Source: an optimization exercise on an open RTL-to-GDS flow (aim: small area, a short achievable clock period and few clock cycles per item). Production flows keep margins and buffers that such runs may drop. In this exercise RTL edits were held to simulation tests only and were not proved equivalent to the original. Power and IR drop assume default switching activity.

==> design.v <==
module simpledes_core (
    input  wire        clk,
    input  wire        rst,         
    input  wire [23:0] cmd,
    input  wire        cmd_valid,
    output wire        cmd_ready,
    output wire [11:0] dout,
    output wire [7:0]  status
);
    localparam [2:0] E_NONE    = 3'd0;
    localparam [2:0] E_ILLEGAL = 3'd1;
    localparam [2:0] E_RANGE   = 3'd2;
    localparam [2:0] E_NOKEY   = 3'd3;
    localparam [2:0] E_LOCKED  = 3'd4;
    function [7:0] expand;
        input [5:0] x;
        expand = {x[5], x[4], x[2], x[3], x[2], x[3], x[1], x[0]};
    endfunction
    function [2:0] sbox1;
        input [3:0] a;
        case (a)
            4'h0: sbox1 = 3'd5; 4'h1: sbox1 = 3'd2; 4'h2: sbox1 = 3'd1; 4'h3: sbox1 = 3'd6;
            4'h4: sbox1 = 3'd3; 4'h5: sbox1 = 3'd4; 4'h6: sbox1 = 3'd7; 4'h7: sbox1 = 3'd0;
            4'h8: sbox1 = 3'd1; 4'h9: sbox1 = 3'd4; 4'ha: sbox1 = 3'd6; 4'hb: sbox1 = 3'd2;
            4'hc: sbox1 = 3'd0; 4'hd: sbox1 = 3'd7; 4'he: sbox1 = 3'd5; default: sbox1 = 3'd3;
        endcase
    endfunction
    function [2:0] sbox2;
        input [3:0] a;
        case (a)
            4'h0: sbox2 = 3'd4; 4'h1: sbox2 = 3'd0; 4'h2: sbox2 = 3'd6; 4'h3: sbox2 = 3'd5;
            4'h4: sbox2 = 3'd7; 4'h5: sbox2 = 3'd1; 4'h6: sbox2 = 3'd3; 4'h7: sbox2 = 3'd2;
            4'h8: sbox2 = 3'd5; 4'h9: sbox2 = 3'd3; 4'ha: sbox2 = 3'd0; 4'hb: sbox2 = 3'd7;
            4'hc: sbox2 = 3'd6; 4'hd: sbox2 = 3'd2; 4'he: sbox2 = 3'd1; default: sbox2 = 3'd4;
        endcase
    endfunction
    function [5:0] round_f;
        input [5:0] r;
        input [7:0] rk;
        reg   [7:0] x;
        begin
            x       = expand(r) ^ rk;
            round_f = {sbox1(x[7:4]), sbox2(x[3:0])};
        end
    endfunction
    function [8:0] key_rot;
        input [8:0] k;
        input [3:0] i;
        begin
            case (i)
                4'd1, 4'd10: key_rot = k;
                4'd2, 4'd11: key_rot = {k[7:0], k[8]};
                4'd3, 4'd12: key_rot = {k[6:0], k[8:7]};
                4'd4, 4'd13: key_rot = {k[5:0], k[8:6]};
                4'd5, 4'd14: key_rot = {k[4:0], k[8:5]};
                4'd6, 4'd15: key_rot = {k[3:0], k[8:4]};
                4'd7:        key_rot = {k[2:0], k[8:3]};
                4'd8:        key_rot = {k[1:0], k[8:2]};
                default:     key_rot = {k[0],   k[8:1]};
            endcase
        end
    endfunction
    reg  [8:0]  key;
    reg         kv;
    reg         dv;
    reg  [2:0]  err;
    reg  [5:0]  hl, hr;
    reg  [8:0]  rot;
    reg  [3:0]  rem;         
    reg         dir;         
    reg         busy;
    wire [3:0]  op   = cmd[23:20];
    wire [3:0]  sr   = cmd[19:16];
    wire [3:0]  er   = cmd[15:12];
    wire [11:0] data = cmd[11:0];
    wire fields_zero = (sr == 4'd0) && (er == 4'd0);
    wire is_ldkey = (op == 4'h1) && fields_zero;
    wire is_enc   = (op == 4'h2) && fields_zero;
    wire is_dec   = (op == 4'h3) && fields_zero;
    wire is_proc  = (op == 4'h4);
    wire illegal  = !(is_ldkey || is_enc || is_dec || is_proc);
    reg [2:0] fault;
    always @(*) begin
        if (illegal)
            fault = E_ILLEGAL;
        else if (is_ldkey)
            fault = (data[11:9] != 3'd0) ? E_RANGE : (kv ? E_LOCKED : E_NONE);
        else if (is_proc && (sr == 4'd0 || er == 4'd0))
            fault = E_RANGE;
        else if (!kv)
            fault = E_NOKEY;
        else
            fault = E_NONE;
    end
    wire issue = cmd_valid && !busy;
    wire [5:0] a_l  = busy ? hl : data[11:6];
    wire [5:0] a_r  = busy ? hr : data[5:0];
    wire [7:0] a_k  = busy ? rot[8:1] : (op[0] ? key[7:0] : key[8:1]);
    wire [5:0] ra   = a_l ^ round_f(a_r, a_k);
    wire [8:0] rot1 = dir ? {rot[0], rot[8:1]} : {rot[7:0], rot[8]};
    wire [8:0] rot2 = dir ? {rot[1:0], rot[8:2]} : {rot[6:0], rot[8:7]};
    wire [5:0] rb   = a_r ^ round_f(ra, rot1[8:1]);
    wire       sr_gt = sr > er;
    wire [3:0] span  = sr_gt ? sr - er : er - sr;
    always @(posedge clk) begin
        if (rst) begin
            busy <= 1'b0;
            kv   <= 1'b0;
            dv   <= 1'b0;
            err  <= E_NONE;
        end else if (busy) begin
            if (rem == 4'd1) begin
                hl  <= a_r;
                hr  <= ra;
                rot <= rot1;
            end else begin
                hl  <= ra;
                hr  <= rb;
                rot <= rot2;
            end
            rem <= rem - 4'd2;
            if (rem <= 4'd2) busy <= 1'b0;
        end else if (issue && err == E_NONE) begin
            if (fault != E_NONE) begin
                err <= fault;
            end else if (is_ldkey) begin
                key <= data[8:0];
                kv  <= 1'b1;
            end else begin
                dv <= 1'b1;
                if (is_proc) begin
                    hl   <= data[11:6];
                    hr   <= data[5:0];
                    rot  <= key_rot(key, sr);
                    rem  <= span;
                    dir  <= sr_gt;
                    busy <= (span != 4'd0);
                end else begin
                    hl  <= a_r;
                    hr  <= ra;
                    rot <= op[0] ? key : {key[7:0], key[8]};
                end
            end
        end
    end
    assign cmd_ready = !busy;
    assign dout      = {hl ^ round_f(hr, rot[8:1]), hr};
    assign status    = {3'b000, err, dv, kv};
endmodule
==> run.sh <==
#!/bin/bash
# synth_recipe.tcl (not shown) runs the flow's synth.tcl, then flattens the netlist and writes it again
# the make line also repeats each setting of config.mk as NAME=value (left out here)
make -C /OpenROAD-flow-scripts/flow DESIGN_CONFIG=/design/flow/config.mk WORK_HOME=/design/flow/orfs CLKGATE_MAP_FILE= SYNTH_SCRIPT=/design/flow/synth_recipe.tcl finish
==> config.mk <==
export PLATFORM = sky130hd
export DESIGN_NAME = simpledes_core
export DESIGN_NICKNAME = simpledes_core
export VERILOG_FILES = /design/flow/design.v
export SDC_FILE = /design/flow/constraint.sdc
export NUM_CORES = 4
export LEC_CHECK = 0
export ABC_CLOCK_PERIOD_IN_PS = 2000
export CAP_MARGIN = 20
export CORE_MARGIN = 2
export CORE_UTILIZATION = 40
export SETUP_SLACK_MARGIN = 1.5
export SLEW_MARGIN = 20
==> constraint.sdc <==
create_clock -name core_clock -period 4.5 [get_ports {clk}]
set_input_delay 0.9000 -clock core_clock [delete_from_list [all_inputs] [get_ports {clk}]]
set_output_delay 0.9000 -clock core_clock [all_outputs]
set_load 0.01 [all_outputs]
==> results of run 1 <==
sequential cells by signal, summed over array words and instances (netlist names):
register  cells
busy          1
dir           1
dv            1
err           3
hl            6
hr            6
key           9
kv            1
rem           4
rot           9
stage by stage:
step	utilization	power [uW]	hold slack, ns	cell area (um2)
2_1_floorplan	-	742	0.441	5130
3_3_place_gp	0.483	850	0.456	5850
4_1_cts	0.551	1290	0.482	6680
6_report	0.592	1370	0.482	7160
5_1_grt	0.592	1430	0.513	7160
3_5_place_dp	0.483	859	0.470	5850
layout make-up:
| cell class | count | area, um2 | area share |
|---|---|---|---|
| clock buffer | 6 | 129 | 0.0180 |
| clock inverter | 2 | 11.3 | 0.00157 |
| inverter | 32 | 133 | 0.0185 |
| multi-input combinational | 468 | 4140 | 0.577 |
| sequential | 41 | 1170 | 0.164 |
| tap | 168 | 210 | 0.0293 |
| timing repair buffer | 152 | 1370 | 0.192 |
placed cells by master, fill, tap and decap left out, drive strengths merged, types with 5 or more instances in the layout:
cell             n
dfxtp            6
nand2           49
a22oi            9
o311ai           5
xor2            26
o21ai           44
a31oi            7
mux2i           57
inv             32
xnor2           27
mux4             9
nor2            47
ha              29
edfxtp          35
clkbuf           8
o211ai          10
clkdlybuf4s50   24
a211oi           6
buf            120
nor3            14
nand2b           5
a21o             7
a21oi           38
o221ai           5
nand3            7
and3             5
o22ai            5
critical path, stage by stage:
cell and delay, ns:
sky130_fd_sc_hd__buf_12 0.11, sky130_fd_sc_hd__mux2i_4 0.19, sky130_fd_sc_hd__xor2_2 0.17, sky130_fd_sc_hd__o21ai_2 0.18, sky130_fd_sc_hd__inv_2 0.07, sky130_fd_sc_hd__ha_4 0.17, sky130_fd_sc_hd__buf_4 0.14, sky130_fd_sc_hd__a311o_1 0.32
sky130_fd_sc_hd__mux2i_2 0.19, sky130_fd_sc_hd__xor3_2 0.42, sky130_fd_sc_hd__ha_4 0.21, sky130_fd_sc_hd__inv_1 0.06, sky130_fd_sc_hd__mux2i_2 0.08, sky130_fd_sc_hd__nor4b_2 0.29, sky130_fd_sc_hd__a21oi_1 0.10, sky130_fd_sc_hd__a41o_1 0.22
path summary, 6_finish.rpt:
path               startpoint         endpoint
max                   cmd[20]  hr[0]$_DFFE_PP_
min           dv$_SDFFE_PP0P_  dv$_SDFFE_PP0P_
max reg2reg  key[0]$_DFFE_PP_  hr[0]$_DFFE_PP_
min reg2reg   dv$_SDFFE_PP0P_  dv$_SDFFE_PP0P_
metal layers:
| layer | GRT usage | vias up |
|---|---|---|
| met5 | 0 | - |
| met4 | 0.0714 | 0 |
| met3 | 0.0262 | 48 |
| met2 | 0.430 | 246 |
| met1 | 0.333 | 2522 |
| li1 | - | 2370 |
where the power goes:
group	switching, uW	internal [uW]	total (uW)
sequential	0.845	417	418
clock	162	205	366
combinational	292	294	585
total	454	916	1370
cell usage after synthesis (all sizes together) (9+ instances only):
library cell	instances	area share
mux4	9	0.040
mux2i	57	0.12
xnor2	27	0.049
buf	14	0.018
edfxtp	35	0.21
nor2	47	0.035
o211ai	10	0.015
inv	31	0.023
nor3	14	0.014
a22oi	9	0.014
clkbuf	33	0.025
a21oi	38	0.038
nand2	49	0.037
ha	29	0.072
o21ai	44	0.045
xor2	26	0.047
cells by family after synthesis:
family | after synthesis | synth area share
multiplexers | 69 | 0.164
buffers and inverters | 79 | 0.0669
adder cells (fa/ha/maj) | 31 | 0.0804
AO/OA/AOI/OAI | 163 | 0.214
AND/OR/NAND/NOR | 146 | 0.131
flip-flops | 41 | 0.234
XOR/XNOR | 56 | 0.109
other | 1 | 0.000749
repair_timing:
action,CTS,global route
cloned,2,1
endpoints found under the setup margin,68,59
gates resized for setup,141,60
pin swaps,36,35
hold buffers,0,0
setup buffers,44,25
==> metrics.md, run 1 <==
| Metric | Value |
|---|---|
| Largest driver fanout on the critical path | `6` |
| Worst relative slew slack | `0.501` |
| Number of buffers inserted during clock tree synthesis | `5` |
| Cell leakage power | `0.00282 uW` |
| Core Footprint | `12100 um2` |
| Global-route total usage across every layer | `0.250` |
| Residual DRC | `0` |
| Root buffer cell | `sky130_fd_sc_hd__clkbuf_16` |
| # Max-Cap Violations | `0` |
| Critical Path Sink Type | `flop` |
| Length of routed wiring on met1 | `7250 um` |
| Endpoints failing hold | `0` |
| Starting Density | `0.414` |
| Setup slack of the critical path after layout | `0.695 ns` |
| Antenna violations before repair | `0` |
| Critical path arrival | `3.85 ns` |
| Fraction of the cycle the final worst path needs | `0.846` |
| Maximum clock frequency | `263 MHz` |
| Flop2flop setup slack | `0.78 ns` |
| Filler Cells Inserted | `1003` |
| Met3 routed WL | `1140 um` |
| Routed length per instance | `20.2 um` |
| Pin count of the biggest net entering global routing | `35` |
| Drt via density | `5.97` |
| Hold path cells | `2` |
| Synth-to-Final Area Change | `43.0%` |
| Time the worst path needs with I/O delays and setup | `3.80 ns` |
| Number of global-route vias before repair | `4766` |
| Initial DRT Pass Iterations | `7` |
| HPWL Detailed | `10900 um` |
| Place WS | `-0.140 ns` |
| Synthesized cell area | `5010 um2` |
| Sum of negative setup slack | `0 ns` |
| Number of placed instances with taps included | `789` |
| Fin cells | `869` |
| Number of cells on the worst reg-to-reg path | `16` |
| Die Area | `13400 um2` |
| Outcome | `no timing/DRC/antenna violations` |
| TritonCTS Sinks | `41` |
| Aggregate global routing overflow | `0` |
| Routability-driven placement congestion ratio | `0.932` |
| IO Pins | `48` |
| CTS tree | `yes` |
| Synthesized area divided by synthesized cell count | `8.55 um2` |
| Sum of routed wire length over all layers | `17500 um` |
| Share of cells above drive strength 1 | `0.355` |
| Type of origin of the critical path | `primary input` |
| Clock Path Buffers | `2` |
| PD cells | `191 nW/um2` |
| Clock latency on the worst-skew pair | `0.29 ns` |
| Share of flip-flops with an asynchronous set or reset | `0` |
| Flip-flop and latch count after synthesis | `41` |
| Top sig layer | `met4` |
| Floorplan die width | `116 um` |
| Sequential cell area fraction in the yosys report | `0.234` |
| FP Rows | `40` |
| Chip Height | `116 um` |
| EDFF count, synth | `35` |
| Worst Skew | `0.00775 ns` |
| Data required time of the critical path | `4.55 ns` |
| Number of port buffers | `44` |
| Violation count after the first detailed-routing iteration | `543` |
| Maximum ir drop on the vdd rail | `195 uV` |
| Synthesized instance count | `586` |
| Setup CP Type | `primary input to flop` |
| Transition time of the tightest slew-check pin | `0.747 ns` |
| Worst hold path class | `flop to flop` |
| Via total after detailed routing | `5186` |
| Warning count from the yosys run | `1` |
| Prevailing post-synth register cell | `sky130_fd_sc_hd__edfxtp_1` |
| Number of diodes | `0` |
| Number of distinct library cell variants in the gate-level netlist after synthesis | `70` |
| Count of nets left with antenna violations after detail routing | `0` |
| First-pass GRT wire length | `26000 um` |
| Deepest level of the CTS H-tree | `2` |
| Count of final max-slew check failures | `0` |
| Routed met2 length | `8560 um` |
| Final #Nets | `758` |
| Total setup violations reported at the end of the flow | `0` |
| Clock transition at path regs | `0.06 ns` |
| RSZ-0062 raised after global routing | `true` |
Testbench counts, summed over its fixed seeds: cycles 2,417, items 1,600.
==> inputs of run 2 (changes only) <==
--- a/config.mk
+++ b/config.mk
@@ -5,9 +5,8 @@
 export SDC_FILE = /design/flow/constraint.sdc
 export NUM_CORES = 4
 export LEC_CHECK = 0
-export ABC_CLOCK_PERIOD_IN_PS = 2000
 export CAP_MARGIN = 20
 export CORE_MARGIN = 2
 export CORE_UTILIZATION = 40
-export SETUP_SLACK_MARGIN = 1.5
+export SETUP_SLACK_MARGIN = 2.0
 export SLEW_MARGIN = 20
==> metrics.md, run 2 <==
| Metric | Value |
|---|---|
| Outcome | `no timing/DRC/antenna violations` |
| Sum of routed wire length over all layers | `17300 um (-1.1%)` |
| Number of diodes | `0 (unchanged)` |
| Fin cells | `880 (+1.3%)` |
| Worst hold path class | `flop to flop` |
| Leading area contributor after synthesis | `sky130_fd_sc_hd__edfxtp_1` |
| Aggregate global routing overflow | `0 (unchanged)` |
| Global-route total usage across every layer | `0.246 (-0.00306)` |
| Post-CTS Hold Fix Bufs | `0 (unchanged)` |
| Flip-flop and latch count after synthesis | `41 (unchanged)` |
| Die Area | `13400 um2 (unchanged)` |
| Final worst hold slack | `0.466 ns (-0.0162 ns)` |
| Worst Skew | `0.0106 ns (+0.00290 ns)` |
| CTS tree | `yes` |
| Largest driver fanout on the critical path | `4 (-2)` |
| Maximum clock frequency | `255 MHz (-2.8%)` |
| Grt peak-use layer | `met2` |
| Sum of negative setup slack | `0 ns (unchanged)` |
| Time the worst path needs with I/O delays and setup | `3.91 ns (+0.110 ns)` |
| TritonCTS Sinks | `41 (unchanged)` |
| Largest registers ranked by flip-flop count | `key: 9 flops, rot: 9 flops` |
| Violation count after the first detailed-routing iteration | `495 (-8.8%)` |
| Count leader, synth | `sky130_fd_sc_hd__mux2i_1` |
| Worst relative slew slack | `0.511 (+0.00984)` |
| Share of Yosys cell area claimed by the top area cell type | `0.210 (unchanged)` |
| Synth-to-Final Area Change | `51.3%` |
| Transition time of the tightest slew-check pin | `0.734 ns (-0.0133 ns)` |
| Root buffer cell | `sky130_fd_sc_hd__clkbuf_16` |
| Top cells by area in the synthesized netlist | `sky130_fd_sc_hd__edfxtp_1 (21%), sky130_fd_sc_hd__mux2i_1 (11%), sky130_fd_sc_hd__ha_1 (7.2%)` |
| Residual DRC | `0 (unchanged)` |
| Commonest cells after routing, fill and taps aside | `sky130_fd_sc_hd__buf_4 (81), sky130_fd_sc_hd__mux2i_1 (47), sky130_fd_sc_hd__nand2_1 (43)` |
| Number of port buffers | `44 (unchanged)` |
| RSZ-0062 raised after global routing | `true` |
| Final #Nets | `769 (+1.5%)` |
| Cell leakage power | `0.00297 uW (+5.3%)` |
| Met3 Resource Use GR | `0.0345 (+0.00837)` |
| Sequential cell area fraction in the yosys report | `0.234 (unchanged)` |
| Prevailing post-synth register cell | `sky130_fd_sc_hd__edfxtp_1` |
| PD cells | `189 nW/um2 (-0.93%)` |
| Clock transition at path regs | `0.06 ns (about the same)` |
| Share of cells above drive strength 1 | `0.410 (+0.0549)` |
| # Max-Cap Violations | `0 (unchanged)` |
| Initial DRT Pass Iterations | `7 (unchanged)` |
| Cell area after placement | `5890 um2 (+0.66%)` |
| Critical path arrival | `3.96 ns (+0.11 ns)` |
| Warning count from the yosys run | `1 (unchanged)` |
| Core Footprint | `12100 um2 (unchanged)` |
| GR Util met2 | `0.423 (-0.00741)` |
| Clock latency on the worst-skew pair | `0.30 ns (about the same)` |
| Clock Path Buffers | `2 (unchanged)` |
| Routed length per instance | `19.7 um (-2.3%)` |
| Drt via density | `5.89 (-1.2%)` |
| Count of nets left with antenna violations after detail routing | `0 (unchanged)` |
| HPWL Detailed | `10800 um (-0.99%)` |
| Synthesized instance count | `586 (unchanged)` |
| Type of origin of the critical path | `primary input` |
| Endpoints failing hold | `0 (unchanged)` |
| Antenna violations before repair | `0 (unchanged)` |
| IO Pins | `48 (unchanged)` |
| Synthesized area divided by synthesized cell count | `8.55 um2 (unchanged)` |
| Setup CP Type | `primary input to flop` |
| EDFF count, synth | `35 (unchanged)` |
| Critical Path Sink Type | `flop` |
| Data required time of the critical path | `4.54 ns (about the same)` |
| Most common cell after layout, fill and taps aside | `sky130_fd_sc_hd__buf_4` |
| Number of buffers inserted during clock tree synthesis | `5 (unchanged)` |
| Pin count of the biggest net entering global routing | `56 (+60%)` |
| Floorplan die width | `116 um (unchanged)` |
| Via total after detailed routing | `5186 (unchanged)` |
| Most numerous cell types in the synthesized netlist | `sky130_fd_sc_hd__mux2i_1 (56), sky130_fd_sc_hd__nand2_1 (49), sky130_fd_sc_hd__nor2_1 (47), sky130_fd_sc_hd__o21ai_0 (40), sky130_fd_sc_hd__a21oi_1 (38)` |
| Starting Density | `0.414 (unchanged)` |
| Number of placed instances with taps included | `788 (-0.13%)` |
| Non-Filler Cell Area, Final | `7580 um2 (+5.8%)` |
| First-pass GRT wire length | `25700 um (-1.2%)` |
| Count of final max-slew check failures | `0 (unchanged)` |
| End-of-flow core utilization | `0.626 (+0.0342)` |
| Number of distinct library cell variants in the gate-level netlist after synthesis | `70 (unchanged)` |
| Maximum ir drop on the vdd rail | `133 uV (-32%)` |
| Synthesized cell area | `5010 um2 (unchanged)` |
| Number of global-route vias before repair | `4787 (+0.44%)` |
| Deepest level of the CTS H-tree | `2 (unchanged)` |
| FP Rows | `40 (unchanged)` |
| Share of flip-flops with an asynchronous set or reset | `0 (unchanged)` |
| Total setup violations reported at the end of the flow | `0 (unchanged)` |
| Chip Height | `116 um (unchanged)` |
| Global-route track usage on met1 | `0.324 (-0.00906)` |
| Routability-driven placement congestion ratio | `0.945 (+1.4%)` |
| Fraction of the cycle the final worst path needs | `0.870 (+0.0244)` |
==> run 2: cell count changes in the layout (fill, tap and decap cells not counted), sizes merged <==
cell / previous run / this run
buf: 120 / 128
dlygate4sd2: 1 / 6
clkdlybuf4s15: 3 / 1
inv: 32 / 30
and2: 2 / 3
bufbuf: 1 / 0
bufinv: 0 / 1
clkbuf: 8 / 7
clkinv: 1 / 2
clkinvlp: 1 / 2
==> run 2: cell type report <==
class,instances,area (um2)
timing repair buffer,161,1470
tap,168,210
clock inverter,2,33.8
clock buffer,6,129
fill,952,4530
inverter,32,149
sequential,41,1170
multi-input combinational,469,4410
timing repair inverter,1,5.00
==> run 2: critical path: stages <==
cell and delay, ns:
sky130_fd_sc_hd__buf_6 0.07, sky130_fd_sc_hd__buf_8 0.11, sky130_fd_sc_hd__mux2i_2 0.22, sky130_fd_sc_hd__xor2_1 0.28, sky130_fd_sc_hd__o21ai_2 0.13, sky130_fd_sc_hd__buf_4 0.16, sky130_fd_sc_hd__buf_4 0.13, sky130_fd_sc_hd__buf_6 0.12
sky130_fd_sc_hd__ha_4 0.15, sky130_fd_sc_hd__inv_2 0.04, sky130_fd_sc_hd__mux2i_1 0.05, sky130_fd_sc_hd__mux2i_1 0.24, sky130_fd_sc_hd__xnor3_2 0.37, sky130_fd_sc_hd__buf_6 0.16, sky130_fd_sc_hd__ha_4 0.16, sky130_fd_sc_hd__a21oi_4 0.13
sky130_fd_sc_hd__mux2_4 0.31, sky130_fd_sc_hd__a41o_1 0.23
==> run 2: through the flow <==
stage	worst slack, ns	power [uW]
6_report	0.586	1440
4_1_cts	0.615	1330
3_5_place_dp	-0.114	865
5_1_grt	0.529	1500
2_1_floorplan	0.522	747
3_3_place_gp	0.00209	858
==> run 2: final timing paths <==
kind | startpoint | endpoint | slack (ns) | cells after the start
min | dv$_SDFFE_PP0P_ | dv$_SDFFE_PP0P_ | 0.47 | 2
min reg2reg | dv$_SDFFE_PP0P_ | dv$_SDFFE_PP0P_ | 0.47 | 2
max reg2reg | key[0]$_DFFE_PP_ | hr[0]$_DFFE_PP_ | 0.82 | 16
max | cmd[20] | hr[0]$_DFFE_PP_ | 0.59 | 18
==> run 2: cell families after synthesis <==
family	count (synthesis)	share of synthesized area
multiplexers	69	0.164
AND/OR/NAND/NOR	146	0.131
AO/OA/AOI/OAI	163	0.214
buffers and inverters	79	0.0669
adder cells (fa/ha/maj)	31	0.0804
flip-flops	41	0.234
other	1	0.000749
XOR/XNOR	56	0.109
==> run 2: what timing repair did <==
item,CTS,global route
setup endpoints to repair,73,71
resized for setup,166,102
cloned,3,3
buffers inserted,55,23
pin swaps,55,64
==> run 2: routing by layer <==
layer	share of wire	wire length, um
met2	0.50	8620
met5	0	0
met1	0.41	7080
met4	0.025	429
met3	0.069	1190
==> run 2: report_power, final <==
part | leakage, uW | internal [uW] | switching [uW]
Combinational | 0.00252 | 298 | 303
Sequential | 0.000364 | 417 | 0.823
Clock | 0.0000785 | 261 | 156
==> inputs of run 3 (changes only) <==
--- a/config.mk
+++ b/config.mk
@@ -8,5 +8,4 @@
 export CAP_MARGIN = 20
 export CORE_MARGIN = 2
 export CORE_UTILIZATION = 40
-export SETUP_SLACK_MARGIN = 2.0
 export SLEW_MARGIN = 20
==> metrics.md, run 3 <==
| Metric | Value |
|---|---|
| Outcome | `no timing/DRC/antenna violations` |
| Delay of the slowest cell on the worst path | `0.50 ns (+0.13 ns)` |
| Synth-to-Final Area Change | `20.5%` |
| Synthesized area divided by synthesized cell count | `8.55 um2 (unchanged)` |
| Setup slack of the critical path after layout | `0.359 ns (-0.227 ns)` |
| Number of port buffers | `44 (unchanged)` |
| Worst hold path class | `flop to flop` |
| Fraction of the cycle the final worst path needs | `0.920 (+0.0504)` |
| Critical Path Sink Type | `flop` |
| Residual DRC | `0 (unchanged)` |
| Violation count after the first detailed-routing iteration | `475 (-4.0%)` |
| Count of nets left with antenna violations after detail routing | `0 (unchanged)` |
| Aggregate global routing overflow | `0 (unchanged)` |
| Count of final max-slew check failures | `0 (unchanged)` |
| Time the worst path needs with I/O delays and setup | `4.14 ns (+0.227 ns)` |
| FP Rows | `40 (unchanged)` |
| Sequential cell area fraction in the yosys report | `0.234 (unchanged)` |
| Routed length per instance | `18.4 um (-6.3%)` |
| Sum of negative setup slack | `0 ns (unchanged)` |
| Core Footprint | `12100 um2 (unchanged)` |
| Transition time of the tightest slew-check pin | `0.955 ns (+0.221 ns)` |
| # Max-Cap Violations | `0 (unchanged)` |
| Total setup violations reported at the end of the flow | `0 (unchanged)` |
| Warning count from the yosys run | `1 (unchanged)` |
| RSZ-0062 raised after global routing | `false` |
| Leading area contributor after synthesis | `sky130_fd_sc_hd__edfxtp_1` |
| CP cell instances | `clkdlybuf4s50_1 > xor2_1 > o21ai_1 > inv_1 > ha_1 > nor2_1 > a211oi_1 > a311oi_1 > mux2i_2 > xor3_2 > ha_1 > a21oi_1 > mux2_2 > a41o_1` |
| Type of origin of the critical path | `primary input` |
| Critical path buffers and inverters | `2 (-5)` |
| HPWL Detailed | `10900 um (+0.47%)` |
| Post-CTS Hold Fix Bufs | `0 (unchanged)` |
| Number of buffers inserted during clock tree synthesis | `5 (unchanged)` |
| Antenna violations before repair | `0 (unchanged)` |
| EDFF count, synth | `35 (unchanged)` |
| Final #Nets | `696 (-9.5%)` |
| Deepest level of the CTS H-tree | `2 (unchanged)` |
| Routability-driven placement congestion ratio | `0.945 (about the same)` |
| Share of cells above drive strength 1 | `0.135 (-0.276)` |
| Commonest cells after routing, fill and taps aside | `sky130_fd_sc_hd__mux2i_1 (53), sky130_fd_sc_hd__nand2_1 (49), sky130_fd_sc_hd__nor2_1 (46)` |
| Via total after detailed routing | `4688 (-9.6%)` |
| Most numerous cell types in the synthesized netlist | `sky130_fd_sc_hd__mux2i_1 (56), sky130_fd_sc_hd__nand2_1 (49), sky130_fd_sc_hd__nor2_1 (47), sky130_fd_sc_hd__o21ai_0 (40), sky130_fd_sc_hd__a21oi_1 (38)` |
| Floorplan die width | `116 um (unchanged)` |
| Share of flip-flops with an asynchronous set or reset | `0 (unchanged)` |
| Largest registers ranked by flip-flop count | `key: 9 flops, rot: 9 flops` |
| Maximum ir drop on the vdd rail | `136 uV (+2.9%)` |
| Initial DRT Pass Iterations | `8 (+1)` |
| Number of distinct library cell variants in the gate-level netlist after synthesis | `70 (unchanged)` |
| Prevailing post-synth register cell | `sky130_fd_sc_hd__edfxtp_1` |
| Synthesized instance count | `586 (unchanged)` |
| Worst relative slew slack | `0.363 (-0.147)` |
| Maximum clock frequency | `241 MHz (-5.5%)` |
| Endpoints failing hold | `0 (unchanged)` |
| Cell at the slowest stage of the critical path | `sky130_fd_sc_hd__clkdlybuf4s50_1` |
| Cell leakage power | `0.00239 uW (-20%)` |
| Synthesized cell area | `5010 um2 (unchanged)` |
| Most common cell after layout, fill and taps aside | `sky130_fd_sc_hd__mux2i_1` |
| Number of global-route vias before repair | `4571 (-4.5%)` |
| Share of Yosys cell area claimed by the top area cell type | `0.210 (unchanged)` |
| Clock transition at path regs | `0.06 ns (about the same)` |
| Place WS | `-0.411 ns (-0.296 ns)` |
| Cell repeated most along the worst path | `sky130_fd_sc_hd__ha_1` |
| Global-route total usage across every layer | `0.227 (-0.0197)` |
| IO Pins | `48 (unchanged)` |
| CP delay by family, top | `compound AO/OA/AOI/OAI gates` |
| Setup CP Type | `primary input to flop` |
| Largest driver fanout on the critical path | `6 (+2)` |
| Data required time of the critical path | `4.54 ns (about the same)` |
| Number of diodes | `0 (unchanged)` |
| Critical path arrival | `4.18 ns (+0.22 ns)` |
| TritonCTS Sinks | `41 (unchanged)` |
| Die Area | `13400 um2 (unchanged)` |
| Pin count of the biggest net entering global routing | `26 (-54%)` |
| Chip Height | `116 um (unchanged)` |
| PD cells | `213 nW/um2 (+12%)` |
| Top cells by area in the synthesized netlist | `sky130_fd_sc_hd__edfxtp_1 (21%), sky130_fd_sc_hd__mux2i_1 (11%), sky130_fd_sc_hd__ha_1 (7.2%)` |
| CTS tree | `yes` |
| Starting Density | `0.414 (unchanged)` |
| Worst Skew | `0.00338 ns (-0.00727 ns)` |
| Root buffer cell | `sky130_fd_sc_hd__clkbuf_16` |
| Drt via density | `5.81 (-1.4%)` |
| Clock Path Buffers | `2 (unchanged)` |
| Clock latency on the worst-skew pair | `0.28 ns (-0.02 ns)` |
| Sum of routed wire length over all layers | `14900 um (-14%)` |
| First-pass GRT wire length | `23900 um (-6.6%)` |
| Flip-flop and latch count after synthesis | `41 (unchanged)` |
| Count leader, synth | `sky130_fd_sc_hd__mux2i_1` |
-- run 3: cell count changes in the layout (fill, tap and decap cells not counted), moves of 10 or more --
cell	previous run	this run
sky130_fd_sc_hd__buf_4	81	44
sky130_fd_sc_hd__buf_6	33	1
sky130_fd_sc_hd__ha_1	16	29
sky130_fd_sc_hd__nor2_1	33	46
sky130_fd_sc_hd__inv_1	17	28
sky130_fd_sc_hd__ha_4	11	0
sky130_fd_sc_hd__o21ai_0	20	38
sky130_fd_sc_hd__xor2_1	11	25
sky130_fd_sc_hd__clkdlybuf4s50_1	24	43
sky130_fd_sc_hd__o21ai_1	14	4
-- run 3: timing repair --
item                                    4_1_cts  5_1_grt
endpoints found under the setup margin        4        6
setup buffers                                 1        0
gates resized for setup                       5        6
pin swaps                                     2        2
-- run 3: metrics by stage --
stage / util / instances / total power (uW) / hold WS (ns) / instance area [um2]
after global routing: 0.498 / 807 / 1350 / 0.506 / 6040
after floorplan: - / 588 / 725 / 0.442 / 5020
after detailed placement: 0.480 / 798 / 849 / 0.469 / 5820
after global placement: 0.480 / 798 / 840 / 0.450 / 5820
final: 0.498 / 807 / 1290 / 0.476 / 6040
after CTS: 0.496 / 807 / 1280 / 0.483 / 6010
-- run 3: worst min-delay path, stage by stage, from the launching register on --
cell and delay [ns]:
sky130_fd_sc_hd__dfxtp_1 0.33, sky130_fd_sc_hd__nor2_1 0.05, sky130_fd_sc_hd__nor2_1 0.07
-- run 3: cells by family after synthesis --
family	count (synthesis)	share of synthesized area
AO/OA/AOI/OAI	163	0.214
XOR/XNOR	56	0.109
adder cells (fa/ha/maj)	31	0.0804
buffers and inverters	79	0.0669
flip-flops	41	0.234
multiplexers	69	0.164
other	1	0.000749
AND/OR/NAND/NOR	146	0.131
-- run 3: report_power, final --
group          leakage, uW  switching [uW]  internal, uW
clock            0.0000841             156           278
combinational      0.00194             225           208
sequential        0.000364           0.764           417
-- run 3: final cells by class --
class	count	area [um2]
Fill cell	1139	6080
Inverter	32	120
Sequential cell	41	1170
Tap cell	168	210
Clock buffer	7	143
Clock inverter	1	30.0
Multi-Input combinational cell	468	3560
Timing Repair Buffer	90	805
-- run 3: routing by layer --
layer  vias up  global-route usage  wire, um
li1       2239                   -         -
met1      2223               0.312      6450
met2       208               0.376      7190
met3        18              0.0272      1030
met4         0              0.0675       212
met5         -                   0         0
-- run 3: path summary, 6_finish.rpt --
kind,from,end,slack (ns),cells after the start
worst max register to register,rot[2]$_DFFE_PP_,hr[0]$_DFFE_PP_,0.79,15
worst min-delay path,dv$_SDFFE_PP0P_,dv$_SDFFE_PP0P_,0.48,2
worst max-delay path,cmd[0],hr[0]$_DFFE_PP_,0.36,14
worst min register to register,dv$_SDFFE_PP0P_,dv$_SDFFE_PP0P_,0.48,2

-- re-timing with driven ports --
No port has a modelled driver above. Below, the same layouts with a new extraction and two added sets of constraints. Step 1: set_driving_cell puts a clkbuf_16 on clk and a buf_2 on each other input, an assumption about the parent block. Step 2 times the ports against the registers' clock, not the clock port: input delays grow and output delays shrink by t, the midpoint of the rising clock arrivals with the driver on. Slacks: no drivers / after step 1 / after step 2; pairs: no drivers / after step 1.
run	shift t [ns]	slack for setup (ns)	worst hold slack (ns)	slew at the worst register clock pin (ns)	worst data-port slew with drivers (ns)
run 1	0.332	0.695 / 0.689 / 0.357	0.482 / 0.482 / 0.482	0.07 / 0.07	0.06
run 2	0.328	0.586 / 0.585 / 0.257	0.466 / 0.466 / 0.466	0.07 / 0.07	0.05
run 3	0.324	0.359 / 0.378 / 0.055	0.476 / 0.476 / 0.476	0.06 / 0.06	0.04
After both steps every run listed still meets setup and hold. The setup slack of run 1, which loses most, moves by -0.006 ns with the drivers and by -0.338 ns with both steps.
